Context: an optimization exercise on an open-source flow, tuned for small area, a short achievable clock period and few clock cycles. The choices shown serve that exercise and are no tape-out recipe.
Where RTL was checked, it was by simulation tests only, not by an equivalence proof against the original.
Power and IR drop assume default switching activity.

## P
==> flow/design.v <==
module rle_tx_encoder (
    input  wire        clk,
    input  wire        rst,         
    input  wire        start,       
    input  wire        seg_new,     
    input  wire [15:0] width,       
    output wire        ready,
    output reg         rd_en,
    output reg  [15:0] rd_addr,
    input  wire [23:0] rd_data,
    output reg         out_valid,
    output reg  [7:0]  out_data,
    input  wire        out_ready,
    output wire [31:0] chk_value,
    output wire [31:0] byte_count
);
    localparam [16:0] X = 17'd65513;
    localparam        D = 4;             
    reg        rdy;
    reg [15:0] w;
    assign ready = rdy;
    wire accept = rdy && start;
    reg        rtag_s;        
    reg        rtag_last;
    reg        s1v, s1last;             
    reg        f1v;                     
    reg        p2v, p2last;             
    reg        e2;                      
    reg [15:0] sa;            
    reg        sdone;         
    reg [23:0] prev;
    reg [15:0] ea;            
    reg [23:0] pix;
    reg        pv;            
    reg [1:0]  bsel;          
    reg        ekind;
    reg [6:0]  erem;          
    reg [7:0]  fm [0:D-1];
    reg [2:0]  fwp, frp;      
    wire [2:0] fcnt   = fwp - frp;
    wire       fempty = (fwp == frp);
    wire       ffull  = (fwp == {~frp[2], frp[1:0]});
    wire [7:0] fhead  = fm[frp[1:0]];
    reg [1:0]  open;          
    reg [6:0]  pcnt;          
    reg        eprev;         
    reg [1:0]  fin;           
    reg        pdone;         
    reg [31:0] bc;
    reg        av;
    reg        ld;            
    assign byte_count = bc;
    wire ofree = !out_valid || out_ready;
    wire xfer  = out_valid && out_ready;
    reg        do_proc, ej, nej;
    reg        push;
    reg [7:0]  pdesc;
    reg [1:0]  open_n;
    reg [6:0]  pcnt_n;
    always @(*) begin
        do_proc = 1'b0;
        ej      = eprev;
        nej     = 1'b0;
        if (fin == 2'd1) begin
            do_proc = !ffull;
        end else if (p2v && open != 2'd3) begin
            do_proc = 1'b1;
            nej     = e2;
        end
        push   = 1'b0;
        pdesc  = {open[1], pcnt};
        open_n = open;
        pcnt_n = pcnt;
        if (do_proc) begin
            if (open == 2'd2 && pcnt != 7'd127 && ej) begin
                pcnt_n = pcnt + 7'd1;
            end else if (open == 2'd1 && pcnt != 7'd127 && !nej) begin
                pcnt_n = pcnt + 7'd1;
            end else begin
                push   = (open != 2'd0);
                open_n = nej ? 2'd2 : 2'd1;
                pcnt_n = 7'd0;
            end
        end
        if (p2v && open == 2'd3)
            open_n = 2'd0;
        if (fin == 2'd2 && !ffull) begin
            push   = 1'b1;
            open_n = 2'd0;
        end
    end
    wire pop = (bsel == 2'd0) && pv && !fempty && ofree;
    wire busy_fetch = (rd_en && !rtag_s) || f1v;
    wire fetch_req  = !rdy && (ea != w) && !busy_fetch && (!pv || bsel != 2'd0);
    wire [2:0] occ  = fcnt + {2'b0, rd_en && rtag_s} + {2'b0, s1v};
    wire room0      = (occ < D);
    wire room1      = (occ < D - 1);
    wire scan_req   = !rdy && !sdone && (push ? room1 : room0);
    wire [15:0] sa_inc = sa + 16'd1;
    always @(posedge clk) begin
        if (rst) begin
            rd_en  <= 1'b0;
            s1v    <= 1'b0;
            f1v    <= 1'b0;
            p2v    <= 1'b0;
            sdone  <= 1'b1;
        end else begin
            s1v     <= rd_en && rtag_s;
            s1last  <= rtag_last;
            f1v     <= rd_en && !rtag_s;
            p2v     <= s1v;
            p2last  <= s1last;
            if (accept) begin
                rd_en  <= 1'b0;
                sa     <= 16'd0;
                sdone  <= 1'b0;
            end else if (fetch_req) begin
                rd_en   <= 1'b1;
            end else if (scan_req) begin
                rd_en      <= 1'b1;
                sa         <= sa_inc;
                sdone      <= (sa_inc == w);
            end else begin
                rd_en <= 1'b0;
            end
        end
    end
    always @(posedge clk) begin
        rd_addr   <= fetch_req ? ea : sa;
        rtag_s    <= !fetch_req;
        rtag_last <= (sa_inc == w);
    end
    always @(posedge clk) begin
        if (s1v)
            prev <= rd_data;
        e2 <= (rd_data == prev);
    end
    always @(posedge clk) begin
        if (rst) begin
            fwp   <= 3'd0;
            frp   <= 3'd0;
            fin   <= 2'd0;
            pdone <= 1'b1;
            open  <= 2'd0;
        end else begin
            if (push) begin
                fm[fwp[1:0]] <= pdesc;
                fwp          <= fwp + 3'd1;
            end
            if (pop)
                frp <= frp + 3'd1;
            open <= open_n;
            pcnt <= pcnt_n;
            if (accept) begin
                pdone <= 1'b0;
                open  <= 2'd3;
            end
            if (p2v) begin
                eprev <= e2;
                if (p2last)
                    fin <= 2'd1;
            end
            if (fin == 2'd1 && !ffull)
                fin <= 2'd2;
            if (fin == 2'd2 && !ffull) begin
                fin   <= 2'd0;
                pdone <= 1'b1;
            end
        end
    end
    wire cap = f1v && (!pv || (bsel == 2'd3 && ofree));
    wire load = ofree && (bsel == 2'd0 ? (pv && !fempty) : (bsel != 2'd1 || pv));
    reg [7:0] byte_n;
    always @(*) begin
        case (bsel)
            2'd0:    byte_n = fhead;
            2'd1:    byte_n = pix[7:0];
            2'd2:    byte_n = pix[15:8];
            default: byte_n = pix[23:16];
        endcase
    end
    wire        ea_skip = (bsel == 2'd0) && pv;
    wire [15:0] ea_add  = ea + (ea_skip ? {9'd0, fhead[6:0]} : 16'd1);
    always @(posedge clk) begin
        if (rst) begin
            pv        <= 1'b0;
            bsel      <= 2'd0;
            out_valid <= 1'b0;
        end else begin
            if (accept)
                ea <= 16'd0;
            else if ((pop && fhead[7]) || cap)
                ea <= ea_add;
            if (cap)
                pix <= rd_data;
            if (load)
                out_data <= byte_n;
            if (ofree) begin
                out_valid <= 1'b0;
                case (bsel)
                    2'd0: if (pv && !fempty) begin
                        out_valid <= 1'b1;
                        ekind     <= fhead[7];
                        erem      <= fhead[6:0];
                        bsel      <= 2'd1;
                    end
                    2'd1: if (pv) begin
                        out_valid <= 1'b1;
                        bsel      <= 2'd2;
                    end
                    2'd2: begin
                        out_valid <= 1'b1;
                        bsel      <= 2'd3;
                    end
                    default: begin
                        out_valid <= 1'b1;
                        if (!ekind && erem != 7'd0) begin
                            erem <= erem - 7'd1;
                            bsel <= 2'd1;
                        end else begin
                            bsel <= 2'd0;
                        end
                    end
                endcase
            end
            if (cap)
                pv <= 1'b1;
            else if (ofree && bsel == 2'd3)
                pv <= 1'b0;
        end
    end
    wire row_end = pdone && fempty && bsel == 2'd0 && !out_valid && !ld;
    wire settled;
    reg  nrm;                                
    always @(posedge clk) begin
        if (rst) begin
            rdy <= 1'b1;
            nrm <= 1'b0;
        end else if (accept) begin
            rdy <= 1'b0;
            w   <= width;
        end else begin
            nrm <= !rdy && row_end && !(nrm && settled);
            if (nrm && settled)
                rdy <= 1'b1;
        end
    end
    reg [7:0]  al, ah, bl, bh;
    reg [1:0]  ka, kb;
    reg [5:0]  fa23, fb23;    
    reg [15:0] ci;
    reg [8:0]  vl;
    reg [7:0]  vh;
    assign chk_value = {ah, al, bh, bl};
    assign settled   = (ka == 2'd0) && (fa23 == 6'd0) && (kb == 2'd0) && (fb23 == 6'd0);
    function [5:0] x23;
        input [1:0] k;
        case (k)
            2'd0:    x23 = 6'd0;
            2'd1:    x23 = 6'd23;
            default: x23 = 6'd46;
        endcase
    endfunction
    wire        a_ge  = (ah == 8'hff) && (al >= 8'he9);
    wire        b_ge  = (bh == 8'hff) && (bl >= 8'he9);
    wire        fix_b = settled && b_ge;   
    wire [9:0]  al_n  = {2'b0, al} + {2'b0, vl[7:0]} + {4'b0, fa23};
    wire [9:0]  ah_n  = {2'b0, ah} + {2'b0, vh} + {8'd0, ka} + {9'd0, vl[8]};
    wire [9:0]  bl_n  = {2'b0, bl} + {2'b0, al} + {4'b0, fa23} + {4'b0, fb23};
    wire [9:0]  bh_n  = {2'b0, bh} + {2'b0, ah} + {8'd0, ka} + {8'd0, kb};
    wire [9:0]  bl_f  = {2'b0, bl} + {4'b0, fb23 | {1'b0, fix_b, 1'b0, fix_b, fix_b, fix_b}};
    wire [9:0]  bh_f  = {2'b0, bh} + {8'd0, kb | {1'b0, fix_b}};
    wire [15:0] i_next = (ci == 16'd65512) ? 16'd0 : ci + 16'd1;
    wire [8:0]  vl_n  = {1'b0, ci[7:0]} + {1'b0, byte_n};
    always @(posedge clk) begin
        if (rst || (accept && seg_new)) begin
            al <= 8'd0;  ah <= 8'd0;  ka <= 2'd0;  fa23 <= 6'd0;
            bl <= 8'd1;  bh <= 8'd0;  kb <= 2'd0;  fb23 <= 6'd0;
            ci <= 16'd1;
            bc <= 32'd0;
            ld <= 1'b0;
            av <= 1'b0;
            vl <= 9'd0;
            vh <= 8'd0;
        end else begin
            ld <= load;
            av <= ld;
            if (load) begin
                vl <= vl_n;
                vh <= ci[15:8];
                ci <= i_next;
            end else begin
                vl <= 9'd0;
                vh <= 8'd0;
            end
            if (ld)
                bc <= bc + 32'd1;
            if (nrm && settled) begin
                if (a_ge) begin ah <= 8'd0; al <= al - 8'he9; end
            end else if (ld || nrm) begin
                {ka, al} <= al_n;
                ah       <= ah_n[7:0];
                fa23     <= x23(ah_n[9:8]);
            end
            if (av) begin
                {kb, bl} <= bl_n;
                bh       <= bh_n[7:0];
                fb23     <= x23(bh_n[9:8]);
            end else if (nrm) begin
                bl   <= bl_f[7:0];
                bh   <= bh_f[7:0];
                kb   <= fix_b ? 2'd0 : bl_f[9:8];
                fb23 <= fix_b ? 6'd0 : x23(bh_f[9:8]);
            end
        end
    end
endmodule
==> flow/config.mk <==
export PLATFORM = sky130hd
export DESIGN_NAME = rle_tx_encoder
export DESIGN_NICKNAME = rle_tx_encoder
export VERILOG_FILES = /design/flow/design.v
export SDC_FILE = /design/flow/constraint.sdc
export NUM_CORES = 4
export LEC_CHECK = 0
export CAP_MARGIN = 20
export CORE_MARGIN = 2
export CORE_UTILIZATION = 65
export CTS_BUF_LIST = sky130_fd_sc_hd__clkbuf_16
export CTS_CLUSTER_SIZE = 30
export SLEW_MARGIN = 20
==> flow/constraint.sdc <==
create_clock -name core_clock -period 10.0 [get_ports {clk}]
set_input_delay 2.0000 -clock core_clock [delete_from_list [all_inputs] [get_ports {clk}]]
set_output_delay 2.0000 -clock core_clock [all_outputs]
set_load 0.01 [all_outputs]
standard.sh (not shown) runs the stock make flow with config.mk's settings and CLKGATE_MAP_FILE= SYNTH_SCRIPT=/design/flow/synth_recipe.tcl, a recipe that flattens the netlist after the stock synthesis.
==> flow/flow/run.sh <==
#!/bin/bash
# Standard ORFS layout with stronger port buffers and a tighter repair target.
set -euo pipefail
export BUFFER_PORTS_ARGS="-buffer_cell sky130_fd_sc_hd__buf_2"
export SETUP_SLACK_MARGIN=6.8
bash standard.sh > flow_make.log 2>&1
Here is what was changed in the inputs of Q compared with P.
diff --git a/flow/design.v b/flow/design.v
--- a/flow/design.v
+++ b/flow/design.v
@@ -14,9 +14,9 @@
     output wire [31:0] chk_value,
     output wire [31:0] byte_count
 );
     localparam [16:0] X = 17'd65513;
-    localparam        D = 4;             
+    localparam        D = 8;             
     reg        rdy;
     reg [15:0] w;
     assign ready = rdy;
     wire accept = rdy && start;
@@ -35,13 +35,13 @@
     reg [1:0]  bsel;          
     reg        ekind;
     reg [6:0]  erem;          
     reg [7:0]  fm [0:D-1];
-    reg [2:0]  fwp, frp;      
-    wire [2:0] fcnt   = fwp - frp;
+    reg [3:0]  fwp, frp;      
+    wire [3:0] fcnt   = fwp - frp;
     wire       fempty = (fwp == frp);
-    wire       ffull  = (fwp == {~frp[2], frp[1:0]});
-    wire [7:0] fhead  = fm[frp[1:0]];
+    wire       ffull  = (fwp == {~frp[3], frp[2:0]});
+    wire [7:0] fhead  = fm[frp[2:0]];
     reg [1:0]  open;          
     reg [6:0]  pcnt;          
     reg        eprev;         
     reg [1:0]  fin;           
@@ -91,12 +91,10 @@
     end
     wire pop = (bsel == 2'd0) && pv && !fempty && ofree;
     wire busy_fetch = (rd_en && !rtag_s) || f1v;
     wire fetch_req  = !rdy && (ea != w) && !busy_fetch && (!pv || bsel != 2'd0);
-    wire [2:0] occ  = fcnt + {2'b0, rd_en && rtag_s} + {2'b0, s1v};
-    wire room0      = (occ < D);
-    wire room1      = (occ < D - 1);
-    wire scan_req   = !rdy && !sdone && (push ? room1 : room0);
+    wire [3:0] occ  = fcnt + {3'b0, rd_en && rtag_s} + {3'b0, s1v} + {3'b0, p2v};
+    wire scan_req   = !rdy && !sdone && (occ < D);
     wire [15:0] sa_inc = sa + 16'd1;
     always @(posedge clk) begin
         if (rst) begin
             rd_en  <= 1'b0;
@@ -136,20 +134,20 @@
         e2 <= (rd_data == prev);
     end
     always @(posedge clk) begin
         if (rst) begin
-            fwp   <= 3'd0;
-            frp   <= 3'd0;
+            fwp   <= 4'd0;
+            frp   <= 4'd0;
             fin   <= 2'd0;
             pdone <= 1'b1;
             open  <= 2'd0;
         end else begin
             if (push) begin
-                fm[fwp[1:0]] <= pdesc;
-                fwp          <= fwp + 3'd1;
+                fm[fwp[2:0]] <= pdesc;
+                fwp          <= fwp + 4'd1;
             end
             if (pop)
-                frp <= frp + 3'd1;
+                frp <= frp + 4'd1;
             open <= open_n;
             pcnt <= pcnt_n;
             if (accept) begin
                 pdone <= 1'b0;
Q reports a higher power density over the cells than P does.
Going from P to Q, multi-input logic cell count saw an increase, number of fill cells saw an increase, clock period minus final worst setup slack saw a decrease, area enclosed by the die boundary saw an increase, transition time at the pin with the least slew margin saw little to no change.
Q against P: final worst-path setup slack climbed 0.0077 ns; clock buffer count in the final layout went up about 2.7%.
No run of this note included a check of the RTL's function; only the layout flow was run.

---

== birch ==
rle_tx_encoder, a different RTL version from the one above (not shown whole).
For scale: roughly 1500 cells after synthesis, about 140 I/O pins, about 15000 um^2 of cells after synthesis.
Design rle_tx_encoder, start of the top module:
module rle_tx_encoder (
    input  wire        clk,
    input  wire        rst,         
    input  wire        start,       
    input  wire        seg_new,     
    input  wire [15:0] width,       
    output wire        ready,
    output reg         rd_en,
    output reg  [15:0] rd_addr,
    input  wire [23:0] rd_data,
    output reg         out_valid,
    output reg  [7:0]  out_data,
    input  wire        out_ready,
    output wire [31:0] chk_value,
    output wire [31:0] byte_count
);
    localparam [16:0] X = 17'd65513;
    localparam        D = 4;             
    reg        rdy;
    reg [15:0] w;
    assign ready = rdy;
    wire accept = rdy && start;
    reg        rtag_s;        
    reg        rtag_first, rtag_last;
    reg        s1v, s1first, s1last;    
    reg        f1v;                     
    reg        p2v, p2first, p2last;    
    reg        e2;                      
    reg [15:0] sa;            
    reg        sfirst;        
    reg        sdone;         
    reg [23:0] prev;
    reg [15:0] ea;            
    reg [23:0] pix;
    reg        pv;            
    reg [1:0]  bsel;          
    reg        ekind;
    reg [6:0]  erem;          
    reg [7:0]  fm [0:D-1];
    reg [2:0]  fwp, frp;      
    wire [2:0] fcnt   = fwp - frp;
    wire       fempty = (fwp == frp);
    wire       ffull  = (fwp == {~frp[2], frp[1:0]});
    wire [7:0] fhead  = fm[frp[1:0]];
    reg [1:0]  open;          
    reg [6:0]  pcnt;          
    reg        eprev;         
    reg [1:0]  fin;           
    reg        pdone;         
    reg [15:0] ca, cb, ci;
    reg [31:0] bc;
    reg        av;
    reg        ld;            
    assign chk_value  = {ca, cb};
    assign byte_count = bc;
    wire ofree = !out_valid || out_ready;
    wire xfer  = out_valid && out_ready;
    reg        do_proc, ej, nej;
    reg        push;
    reg [7:0]  pdesc;
    reg [1:0]  open_n;
    reg [6:0]  pcnt_n;
  ...
==> flow/config.mk <==
export PLATFORM = sky130hd
export DESIGN_NAME = rle_tx_encoder
export DESIGN_NICKNAME = rle_tx_encoder
export VERILOG_FILES = /design/flow/design.v
export SDC_FILE = /design/flow/constraint.sdc
export NUM_CORES = 4
export LEC_CHECK = 0
export CAP_MARGIN = 20
export CORE_MARGIN = 2
export CORE_UTILIZATION = 40
export SLEW_MARGIN = 20
==> flow/constraint.sdc <==
create_clock -name core_clock -period 10.0 [get_ports {clk}]
set_input_delay 2.0000 -clock core_clock [delete_from_list [all_inputs] [get_ports {clk}]]
set_output_delay 2.0000 -clock core_clock [all_outputs]
set_load 0.01 [all_outputs]
==> flow/flow/run.sh <==
#!/bin/bash
# Standard ORFS layout with stronger port buffers and a tighter repair target.
set -euo pipefail
export BUFFER_PORTS_ARGS="-buffer_cell sky130_fd_sc_hd__buf_2"
export SETUP_SLACK_MARGIN=6.5
bash standard.sh > flow_make.log 2>&1
birch closes out successfully: all stages finished, all timing, DRC and antenna checks passed.
Testbench counts of birch, summed over its fixed seeds: cycles 64,452.
Input changes introduced in maple (baseline for comparison: birch):
diff --git a/flow/design.v b/flow/design.v
--- a/flow/design.v
+++ b/flow/design.v
@@ -46,15 +46,14 @@
     reg [6:0]  pcnt;          
     reg        eprev;         
     reg [1:0]  fin;           
     reg        pdone;         
     reg [15:0] ca, cb, ci;
     reg [31:0] bc;
     reg        av;
-    reg        ld;            
     assign chk_value  = {ca, cb};
     assign byte_count = bc;
     wire ofree = !out_valid || out_ready;
     wire xfer  = out_valid && out_ready;
     reg        do_proc, ej, nej;
     reg        push;
     reg [7:0]  pdesc;
@@ -171,59 +170,51 @@
             if (fin == 2'd2 && !ffull) begin
                 fin   <= 2'd0;
                 pdone <= 1'b1;
             end
         end
     end
     wire cap = f1v && (!pv || (bsel == 2'd3 && ofree));
-    wire load = ofree && (bsel == 2'd0 ? (pv && !fempty) : (bsel != 2'd1 || pv));
-    reg [7:0] byte_n;
-    always @(*) begin
-        case (bsel)
-            2'd0:    byte_n = fhead;
-            2'd1:    byte_n = pix[7:0];
-            2'd2:    byte_n = pix[15:8];
-            default: byte_n = pix[23:16];
-        endcase
-    end
     wire        ea_skip = (bsel == 2'd0) && pv;
     wire [15:0] ea_add  = ea + (ea_skip ? {9'd0, fhead[6:0]} : 16'd1);
     always @(posedge clk) begin
         if (rst) begin
             pv        <= 1'b0;
             bsel      <= 2'd0;
             out_valid <= 1'b0;
         end else begin
             if (accept)
                 ea <= 16'd0;
             else if ((pop && fhead[7]) || cap)
                 ea <= ea_add;
             if (cap)
                 pix <= rd_data;
-            if (load)
-                out_data <= byte_n;
             if (ofree) begin
                 out_valid <= 1'b0;
                 case (bsel)
                     2'd0: if (pv && !fempty) begin
                         out_valid <= 1'b1;
+                        out_data  <= fhead;
                         ekind     <= fhead[7];
                         erem      <= fhead[6:0];
                         bsel      <= 2'd1;
                     end
                     2'd1: if (pv) begin
                         out_valid <= 1'b1;
+                        out_data  <= pix[7:0];
                         bsel      <= 2'd2;
                     end
                     2'd2: begin
                         out_valid <= 1'b1;
+                        out_data  <= pix[15:8];
                         bsel      <= 2'd3;
                     end
                     default: begin
                         out_valid <= 1'b1;
+                        out_data  <= pix[23:16];
                         if (!ekind && erem != 7'd0) begin
                             erem <= erem - 7'd1;
                             bsel <= 2'd1;
                         end else begin
                             bsel <= 2'd0;
                         end
                     end
@@ -237,15 +228,15 @@
     end
     always @(posedge clk) begin
         if (rst)
             rdy <= 1'b1;
         else if (accept) begin
             rdy <= 1'b0;
             w   <= width;
-        end else if (pdone && fempty && bsel == 2'd0 && !out_valid && !ld)
+        end else if (pdone && fempty && bsel == 2'd0 && !out_valid)
             rdy <= 1'b1;
     end
     wire [17:0] a_s0 = {2'b00, ca} + {2'b00, ci} + {10'd0, out_data};
     wire [17:0] a_s1 = {2'b00, ca} + {2'b00, ci} + {10'd0, out_data} + 18'd23;   
     wire [17:0] a_s2 = {2'b00, ca} + {2'b00, ci} + {10'd0, out_data} + 18'd46;   
     wire [15:0] a_next = a_s2[17] ? a_s2[15:0] : (a_s1[17:16] != 2'b00) ? a_s1[15:0] : a_s0[15:0];
     wire [16:0] b_s0 = {1'b0, cb} + {1'b0, ca};
@@ -254,20 +245,18 @@
     wire [15:0] i_next = (ci == 16'd65512) ? 16'd0 : ci + 16'd1;
     always @(posedge clk) begin
         if (rst || (accept && seg_new)) begin
             ca <= 16'd0;
             cb <= 16'd1;
             ci <= 16'd1;
             bc <= 32'd0;
-            ld <= 1'b0;
             av <= 1'b0;
         end else begin
-            ld <= load;
-            av <= ld;
-            if (ld) begin
+            av <= xfer;
+            if (xfer) begin
                 ca <= a_next;
                 ci <= i_next;
                 bc <= bc + 32'd1;
             end
             if (av)
                 cb <= b_next;
         end
Every run in the comparison, birch and maple, completed the flow with a clean layout.
maple vs birch, register-to-register slack went down by 0.06 ns.
Of birch and maple, the run reporting the higher number of resized instances in the post-cts repair step was maple.
maple vs. birch: number of inserted diodes saw an increase; maximum vdd ir drop up 0.026 mV.
Final instance area grows slightly when moving from birch to maple.
maple: post-route clock skew higher than birch
No functional check of the RTL was part of maple.

## port drivers added, routing unchanged
In the flow no input, the clock included, has a driving cell. The finished layouts below were timed again as built, in two steps.
Step 1, drivers: a clkbuf_16 drives clk and a buf_2 each remaining input, both assumed.
Step 2 adds t to the input delays and takes it off the output delays; t is the mean of the earliest and latest rising clock arrival at the registers after step 1. Input paths then give back, and output paths get back, about the clock's delay inside the block.
Slacks: no drivers / after step 1 / after step 2; pairs: no drivers / after step 1.
run	shift t [ns]	slack for setup (ns)	worst data-port slew with drivers (ns)	pins driven straight from the clock port
P	0.566	6.735 / 6.735 / 6.362	0.07	1
Q	0.555	6.743 / 6.743 / 6.281	0.06	1
birch	0.604	6.084 / 6.084 / 5.995	0.04	1
maple	0.585	6.027 / 6.027 / 6.011	0.10	1
After both steps setup and hold are still met in every run listed. The setup slack of Q, which loses most, moves by 0.000 ns with the drivers and by -0.462 ns with both steps.
